From an optimization exercise on the open Yosys and OpenROAD flow, aimed at small area; shortcuts taken in it are not production practice.
The RTL was checked by simulation tests, not by an equivalence proof against the original design.
No activity file was given, so power comes from the tool's default toggle rates.

## audio_sequencer_timing_fsm
module audio_sequencer_timing_fsm (
    input  wire        clk,
    input  wire        rst,             
    input  wire [11:0] spt_i,
    input  wire [4:0]  loop_bars_i,
    input  wire [35:0] pan_i,
    input  wire [47:0] vol_i,
    input  wire [17:0] smp_i,
    input  wire [95:0] len_i,
    input  wire        start_i,
    input  wire        complete_i,
    output wire        stream_start_o,
    output wire [1:0]  stream_slot_o,
    output wire        ring_we_o,
    output wire [1:0]  ring_slot_o,
    output wire [4:0]  ring_frame_o,
    output wire [31:0] ring_wdata_o,
    output wire        song_re_o,
    output wire [3:0]  song_b_o,
    input  wire [2:0]  song_d_i,
    output wire        pat_re_o,
    output wire [2:0]  pat_p_o,
    output wire [2:0]  pat_v_o,
    output wire [6:0]  pat_t_o,
    input  wire [7:0]  pat_d_i,
    output wire        samp_re_o,
    output wire [2:0]  samp_k_o,
    output wire [11:0] samp_i_o,
    input  wire [15:0] samp_d_i
);
For scale: ~1100 cells after synthesis, about 190 flip-flops, ~320 I/O pins, ~0.010 mm2 of cells after synthesis.
export LEC_CHECK = 0
export CAP_MARGIN = 0
export CORE_MARGIN = 2
export CORE_UTILIZATION = 40
export CTS_BUF_LIST = sky130_fd_sc_hd__clkbuf_8
export CTS_CLUSTER_DIAMETER = 30
export CTS_CLUSTER_SIZE = 10
export PLACE_DENSITY = 0.6
export SLEW_MARGIN = 0
create_clock -name core_clock -period 14.0 [get_ports {clk}]
standard.sh (not shown) runs the stock make flow with config.mk's settings and CLKGATE_MAP_FILE= SYNTH_SCRIPT=/design/flow/synth_recipe.tcl, a recipe that flattens the netlist after the stock synthesis.
==> flow/flow/run.sh <==
#!/bin/bash
# Standard ORFS layout with two changes:
#  - synthesis maps the logic with an area-oriented ABC script (abc_area.script);
#    everything else in synthesis (registers, flattening, renaming) is the standard flow's own
#  - every port gets the smallest buffer (buf_1)
set -euo pipefail
here=$(pwd)
sed 's|^source \$::env(SCRIPTS_DIR)/synth_preamble.tcl|&\nset abc_args [lreplace $abc_args 1 1 '"$here"'/flow/abc_area.script]|' \
    "$FLOW_HOME/scripts/synth.tcl" > my_synth.tcl
sed "s|source \$::env(SCRIPTS_DIR)/synth.tcl|source $here/my_synth.tcl|" synth_recipe.tcl > my_synth_recipe.tcl
sed "s|SYNTH_SCRIPT=[^ ]*|SYNTH_SCRIPT=$here/my_synth_recipe.tcl|" standard.sh > my_standard.sh
export BUFFER_PORTS_ARGS="-buffer_cell sky130_fd_sc_hd__buf_1"
bash my_standard.sh > standard.log 2>&1
==> flow/flow/abc_area.script <==
&get -n
&st
&dch -x
&nf -R 1000 -p -F 10 -C 32
&put
topo
Edit:
==> flow/flow/abc_area.script (replaced) <==
&get -n
&st
&dch -x
&nf -R 1000 -p -F 10 -C 32 -E 50
&put
topo
Cell count went down by a few percent.
Synthesized area went down slightly.
Count of clock-buffer cells in the layout went down by 1.
Via count went down by a few percent.
Power went up by a few percent.
Fmax went down by a few percent.
Sequential power went up slightly.
Global-route usage hardly moves.
Clock power went up by about a fifth.
Edit:
- CORE_UTILIZATION: 40 -> 70
- PLACE_DENSITY: 0.6 -> 0.85
=> Setup slack loses 120 ps; core utilization rises by 34 points; clock-buffer cell count rises by 1; design area falls by 2.7%; register-to-register slack loses 130 ps; final cell count falls by 9.4%; routed wire length falls by 4.3%; global-route usage rises by 13 points.

========
Starting RTL as in the previous note.
clock: 14.0 ns
lec_check: 0
cap_margin: 0
core_margin: 2
core_utilization: 60
cts_buf_list: sky130_fd_sc_hd__clkbuf_8
cts_cluster_diameter: 30
cts_cluster_size: 10
place_density: 0.75
slew_margin: 0
==> flow/flow/abc_area.script <==
&get -n
&st
&dch -x
&nf -R 1000 -p -F 10 -C 32 -E 50
&put
topo
Scripts as last shown in full above: flow/flow/run.sh
Then changed:
--- a/flow/config.mk
+++ b/flow/config.mk
@@ -10 +10 @@
-export CORE_UTILIZATION = 60
+export CORE_UTILIZATION = 50
@@ -14 +14 @@
-export PLACE_DENSITY = 0.75
+export PLACE_DENSITY = 0.7
First-iteration DRC count goes down by 29%.
Die area climbs by 19%.
Utilization falls by 12 points.
Total power rose by 1.8%.
Routed wire length came out higher by 3.8%.
Hold slack degrades by 3.0 ps.
Fmax went down by 1.7%.
Area after synthesis is unchanged.
Worst setup slack gets worse by 210 ps.
Design area rose by 1.5%.
Combinational power is about the same.

## re-timing with driven ports
No port has a modelled driver above. Below, the same layouts with a new extraction and two added sets of constraints. Step 1 (the two cells are an assumption about what drives the block):
set clk [get_ports {clk}]
set_driving_cell -lib_cell sky130_fd_sc_hd__clkbuf_16 $clk
set_driving_cell -lib_cell sky130_fd_sc_hd__buf_2 [delete_from_list [all_inputs] $clk]
Step 2, shift: input delay + t, output delay - t, t = (earliest + latest rising clock arrival at the registers) / 2. This alone moves slack from input paths to output paths. Three values: ideal, step 1, step 2; two values: the first two.
run	t (ns)	setup slack, ns	worst setup path at the end	worst register clock-pin slew, ns	worst data-port slew with drivers (ns)
the first run of note 1	0.496	2.823 / 2.842 / 2.346	input to register	0.11 / 0.11	0.07
the second run of note 1	0.494	2.264 / 2.289 / 1.794	input to register	0.11 / 0.11	0.08
the third run of note 1	0.511	2.147 / 2.163 / 1.652	input to register	0.11 / 0.11	0.08
the first run of note 2	0.511	2.241 / 2.265 / 1.754	input to register	0.11 / 0.11	0.08
the second run of note 2	0.512	2.034 / 2.058 / 1.547	input to register	0.12 / 0.12	0.11
After both steps every run listed still meets setup and hold. The setup slack of the third run of note 1, which loses most, moves by +0.016 ns with the drivers and by -0.495 ns with both steps.
